This design comes from an exercise in tuning for small area, a short achievable clock period and few clock cycles on the open sky130 flow, not from production work. Function was checked by simulation only, so behaviour that the tests miss may differ from the original. No activity file was given, so power comes from the tool's default toggle rates.

## old
// stbrt_msgcodec
module stbrt_msgcodec (
    input  wire        clk,
    input  wire        rst,
    input  wire        enc_in_valid,
    output wire        enc_in_ready,
    input  wire [15:0] enc_in_word,
    output wire        enc_out_valid,
    input  wire        enc_out_ready,
    output wire [15:0] enc_out_dur,
    output wire        enc_done,
    output wire [2:0]  enc_code,
    output wire [6:0]  enc_count,
    input  wire        dec_in_valid,
    output wire        dec_in_ready,
    input  wire [15:0] dec_in_dur,
    input  wire        dec_in_last,
    output wire        dec_pay_valid,
    output wire [8:0]  dec_pay,
    output wire        dec_done,
    output wire [3:0]  dec_count,
    output wire        dec_corrupt,
    output wire        dec_ovf
);
==> module stbrt_encoder, before the edit <==
module stbrt_encoder (
    input  wire        clk,
    input  wire        rst,
    input  wire        in_valid,
    output reg         in_ready,
    input  wire [15:0] in_word,
    output reg         out_valid,
    input  wire        out_ready,
    output wire [15:0] out_dur,
    output reg         done,
    output wire [2:0]  code,
    output reg  [6:0]  count
);
    localparam MSG_CAP    = 12;
    localparam RUNBUF_CAP = 64;
    reg  [7:0] pay [0:MSG_CAP-1];
    reg  [3:0] widx;       
    reg        pbad;       
    reg        pcomp;      
    reg  [5:0] phalf;      
    reg  [3:0] c_pairs;    
    reg        c_mp7;      
    reg        aact;       
    reg  [3:0] an;         
    reg  [3:0] aidx;       
    reg  [10:1] rm;        
    reg  [3:0]  q;         
    reg        out_last;   
    reg  [7:0] dur13;      
    reg        code_bad;
    reg        code_long;
    reg        cclr;       
    assign out_dur = {4'd0, dur13, 4'd0};    
    assign code    = {1'b0, code_bad, code_long};
    function [3:0] rise_pairs;
        input [7:0] p;
        reg   [7:0] r;
        begin
            r = p & ~{p[6:0], 1'b0};
            rise_pairs = {r[7] | r[6], r[5] | r[4], r[3] | r[2], r[1] | r[0]};
        end
    endfunction
    function [10:1] frame_bounds;
        input [7:0] p;
        input       m;
        reg  [10:0] f;
        integer i;
        begin
            f = {1'b1, m, p, 1'b0};
            for (i = 1; i < 11; i = i + 1)
                frame_bounds[i] = f[i] ^ f[i-1];
        end
    endfunction
    function slot_free;
        input [3:0] w;
        input       act;
        input [3:0] idx;
        input [3:0] n;
        begin
            slot_free = !act || (w < idx) || (w >= n);
        end
    endfunction
    wire take    = in_valid && in_ready;
    wire is_term = (in_word == 16'hFFFF);
    wire at_cap  = (widx == MSG_CAP);
    wire w_bad   = (|in_word[15:9]) || (in_word[8] != (widx == 4'd0));
    wire adv     = take && !is_term && !at_cap;
    wire ends    = take && (is_term || at_cap);
    wire [3:0] widx_inc = widx + 4'd1;
    wire [5:0] c_half   = {5'd0, c_pairs[0]} + {5'd0, c_pairs[1]}
                        + {5'd0, c_pairs[2]} + {5'd0, c_pairs[3]}
                        + {5'd0, !c_mp7};
    wire p_long = (phalf > RUNBUF_CAP / 2);
    wire p_good = !pbad && !p_long;
    reg  [3:0] nb;
    reg  [10:1] h;
    integer j;
    always @(*) begin
        nb = 4'd11;
        for (j = 10; j >= 1; j = j - 1)
            if (rm[j]) nb = j;
        for (j = 1; j <= 10; j = j + 1)
            h[j] = (nb == j);
    end
    wire [3:0] run_len = nb - q;
    reg  [7:0] len13;
    always @(*) begin
        case (run_len)
            4'd1:    len13 = 8'd13;
            4'd2:    len13 = 8'd26;
            4'd3:    len13 = 8'd39;
            4'd4:    len13 = 8'd52;
            4'd5:    len13 = 8'd65;
            4'd6:    len13 = 8'd78;
            4'd7:    len13 = 8'd91;
            4'd8:    len13 = 8'd104;
            4'd9:    len13 = 8'd117;
            default: len13 = 8'd130;
        endcase
    end
    wire frm_end = (nb == 4'd11);
    wire lastp   = (aidx == an);
    wire msg_end = frm_end && lastp;
    wire hs       = out_valid && out_ready;
    wire can_load = !out_valid || (out_ready && !out_last);
    wire step     = aact && can_load;
    wire xfer     = !aact && pcomp && p_good;
    wire refuse   = !aact && pcomp && !p_good && !out_valid;
    wire prst     = xfer || refuse;
    wire rdy_word = !is_term && !at_cap && slot_free(widx_inc, aact, aidx, an);
    wire rdy_nx   = prst || (!pcomp && (take ? rdy_word : slot_free(widx, aact, aidx, an)));
    wire [7:0]  ld_pay = pay[aidx];
    wire [10:1] ld_rm  = frame_bounds(ld_pay, aidx == 4'd0);
    wire [6:0] count_b   = cclr ? 7'd0 : count;
    wire [6:0] count_inc = count_b + 7'd1;
    integer k;
    always @(posedge clk) begin
        for (k = 0; k < MSG_CAP; k = k + 1)
            if (in_ready && widx == k)
                pay[k] <= in_word[7:0];
        count   <= hs ? count_inc : count_b;
    end
    always @(posedge clk) begin
        if (rst) begin
            in_ready  <= 1'b1;
            widx      <= 4'd0;
            pbad      <= 1'b0;
            pcomp     <= 1'b0;
            phalf     <= 6'd0;
            c_pairs   <= 4'd0;
            c_mp7     <= 1'b1;
            cclr      <= 1'b1;
            aact      <= 1'b0;
            aidx      <= 4'd0;
            out_valid <= 1'b0;
            out_last  <= 1'b0;
            done      <= 1'b0;
        end else begin
            phalf   <= prst ? 6'd0 : phalf + c_half;
            c_pairs <= adv ? rise_pairs(in_word[7:0]) : 4'd0;
            c_mp7   <= adv ? (in_word[7] && (widx == 4'd0)) : 1'b1;
            if (ends) begin
                pcomp <= 1'b1;
                if (!is_term || widx == 4'd0) pbad <= 1'b1;
            end
            if (adv) begin
                widx <= widx_inc;
                if (w_bad) pbad <= 1'b1;
            end
            if (prst) begin
                widx   <= 4'd0;
                pbad   <= 1'b0;
                pcomp  <= 1'b0;
            end
            in_ready <= rdy_nx;
            done  <= 1'b0;
            cclr  <= (hs && out_last) || refuse;
            if (hs) begin
                out_valid <= 1'b0;
                out_last  <= 1'b0;
                if (out_last) begin
                    done      <= 1'b1;
                    code_bad  <= 1'b0;
                    code_long <= 1'b0;
                end
            end
            if (xfer) begin
                aact <= 1'b1;
                an   <= widx;
                aidx <= 4'd1;
            end
            if (refuse) begin
                done      <= 1'b1;
                code_bad  <= 1'b1;
                code_long <= !pbad;
            end
            if (step) begin
                out_valid <= 1'b1;
                out_last  <= msg_end;
                dur13     <= len13;
                if (msg_end) begin
                    aact <= 1'b0;
                    aidx <= 4'd0;
                end else if (frm_end) begin
                    aidx <= aidx + 4'd1;
                end
            end
        end
    end
    wire s_take_ld = xfer || (aact && frm_end && !lastp);
    always @(posedge clk) begin
        if (xfer || step) begin
            rm <= s_take_ld ? ld_rm : (rm & ~h);
            q  <= s_take_ld ? 4'd0 : nb;
        end
    end
endmodule
clock: 12.0 ns
lec_check: 0
cap_margin: 20
core_margin: 2
core_utilization: 75
slew_margin: 20
standard.sh (not shown) runs the stock make flow with config.mk's settings and CLKGATE_MAP_FILE= SYNTH_SCRIPT=/design/flow/synth_recipe.tcl, a recipe that flattens the netlist after the stock synthesis.
==> flow/flow/run.sh <==
#!/bin/bash
# Layout flow: the standard synthesis unchanged, then the standard ORFS
# layout with these knobs: port buffers of a plain buffer cell; timing repair
# that aims for setup slack well beyond the clock period's need; and a clock
# tree of clkbuf_8 without dummy loads.
set -euo pipefail
MARGIN=${MARGIN:-8.5}
bash standard.sh synth > synth.log 2>&1
bash standard.sh \
  "SETUP_SLACK_MARGIN=$MARGIN" \
  "BUFFER_PORTS_ARGS=-buffer_cell sky130_fd_sc_hd__buf_2" \
  "CTS_ARGS=-sink_clustering_enable -repair_clock_nets -dont_use_dummy_load -buf_list sky130_fd_sc_hd__clkbuf_8" \
  finish > layout.log 2>&1
The final layout from old, which completed every stage, passed the timing, design-rule and antenna checks at the end of the flow.
Testbench counts of old, summed over its fixed seeds: cycles 14,100.
Input changes introduced in new (baseline for comparison: old):
--- a/flow/design.v
+++ b/flow/design.v
@@ -18,6 +18,7 @@
     reg        pbad;       
     reg        pcomp;      
     reg  [5:0] phalf;      
+    reg        c_v;        
     reg  [3:0] c_pairs;    
     reg        c_mp7;      
     reg        aact;       
@@ -29,7 +30,6 @@
     reg  [7:0] dur13;      
     reg        code_bad;
     reg        code_long;
-    reg        cclr;       
     assign out_dur = {4'd0, dur13, 4'd0};    
     assign code    = {1'b0, code_bad, code_long};
     function [3:0] rise_pairs;
@@ -111,34 +111,35 @@
     wire rdy_nx   = prst || (!pcomp && (take ? rdy_word : slot_free(widx, aact, aidx, an)));
     wire [7:0]  ld_pay = pay[aidx];
     wire [10:1] ld_rm  = frame_bounds(ld_pay, aidx == 4'd0);
-    wire [6:0] count_b   = cclr ? 7'd0 : count;
+    wire        ld     = xfer || (step && frm_end && !lastp);
+    wire [6:0] count_b   = done ? 7'd0 : count;
     wire [6:0] count_inc = count_b + 7'd1;
     integer k;
     always @(posedge clk) begin
         for (k = 0; k < MSG_CAP; k = k + 1)
             if (in_ready && widx == k)
                 pay[k] <= in_word[7:0];
-        count   <= hs ? count_inc : count_b;
+        c_pairs <= rise_pairs(in_word[7:0]);
+        c_mp7   <= in_word[7] && (widx == 4'd0);
     end
     always @(posedge clk) begin
         if (rst) begin
             in_ready  <= 1'b1;
             widx      <= 4'd0;
             pbad      <= 1'b0;
-            pcomp     <= 1'b0;
             phalf     <= 6'd0;
-            c_pairs   <= 4'd0;
-            c_mp7     <= 1'b1;
-            cclr      <= 1'b1;
+            pcomp     <= 1'b0;
+            c_v       <= 1'b0;
             aact      <= 1'b0;
             aidx      <= 4'd0;
             out_valid <= 1'b0;
             out_last  <= 1'b0;
             done      <= 1'b0;
+            count     <= 7'd0;
         end else begin
-            phalf   <= prst ? 6'd0 : phalf + c_half;
-            c_pairs <= adv ? rise_pairs(in_word[7:0]) : 4'd0;
-            c_mp7   <= adv ? (in_word[7] && (widx == 4'd0)) : 1'b1;
+            c_v <= adv;
+            if (c_v)
+                phalf <= phalf + c_half;
             if (ends) begin
                 pcomp <= 1'b1;
                 if (!is_term || widx == 4'd0) pbad <= 1'b1;
@@ -150,11 +151,12 @@
             if (prst) begin
                 widx   <= 4'd0;
                 pbad   <= 1'b0;
+                phalf  <= 6'd0;
                 pcomp  <= 1'b0;
             end
             in_ready <= rdy_nx;
             done  <= 1'b0;
-            cclr  <= (hs && out_last) || refuse;
+            count <= hs ? count_inc : count_b;
             if (hs) begin
                 out_valid <= 1'b0;
                 out_last  <= 1'b0;
### Flow results
In new, the fraction of the yosys area taken by sequential cells came out 0.97 points below the value in old. The area share of buffers outside the clock network reported for new is smaller than that of old by 0.19 points. Routed metal-1 wirelength: new and old compared, lower one is old. new vs old — number of ordinary and repair buffers in the finished layout dropped 2. Changes observed in new relative to old: sum of negative setup slack now sits at about the same level, layout net count now sits higher, worst slew slack as a fraction of its limit now sits higher, setup slack of the critical path after layout now sits higher, post-synthesis cell count now sits higher. | share of cell area taken by flip-flops and latches | new vs old | 0.39 points lower |. new against old: total power has increased; layout-stage area growth over the synthesis result now smaller; count of cells resized by post-cts repair went up. Having completed the whole flow, new delivered a layout that passed the timing, design-rule and antenna checks.
Testbench counts of new, summed over its fixed seeds: cycles 14,100.

## separate check: timing with driven ports
In the flow no input, the clock included, has a driving cell. The finished layouts below were timed again as built, in two steps. Step 1 assumes that a clkbuf_16 drives the clock port and a buf_2 every other input. Step 2 times the ports against the registers' clock, not the clock port: input delays grow and output delays shrink by t, the midpoint of the rising clock arrivals with the driver on. Three values: ideal, step 1, step 2; two values: the first two.
| run | t, ns | slack for setup (ns) | worst register clock-pin slew, ns |
|---|---|---|---|
| old | 0.482 | 8.463 / 8.481 / 7.999 | 0.09 / 0.09 |
| new | 0.486 | 8.562 / 8.526 / 8.164 | 0.10 / 0.10 |
After both steps every run listed still meets setup and hold. For old, which loses most, drivers alone change the setup slack by +0.018 ns; drivers and shift together by -0.464 ns.
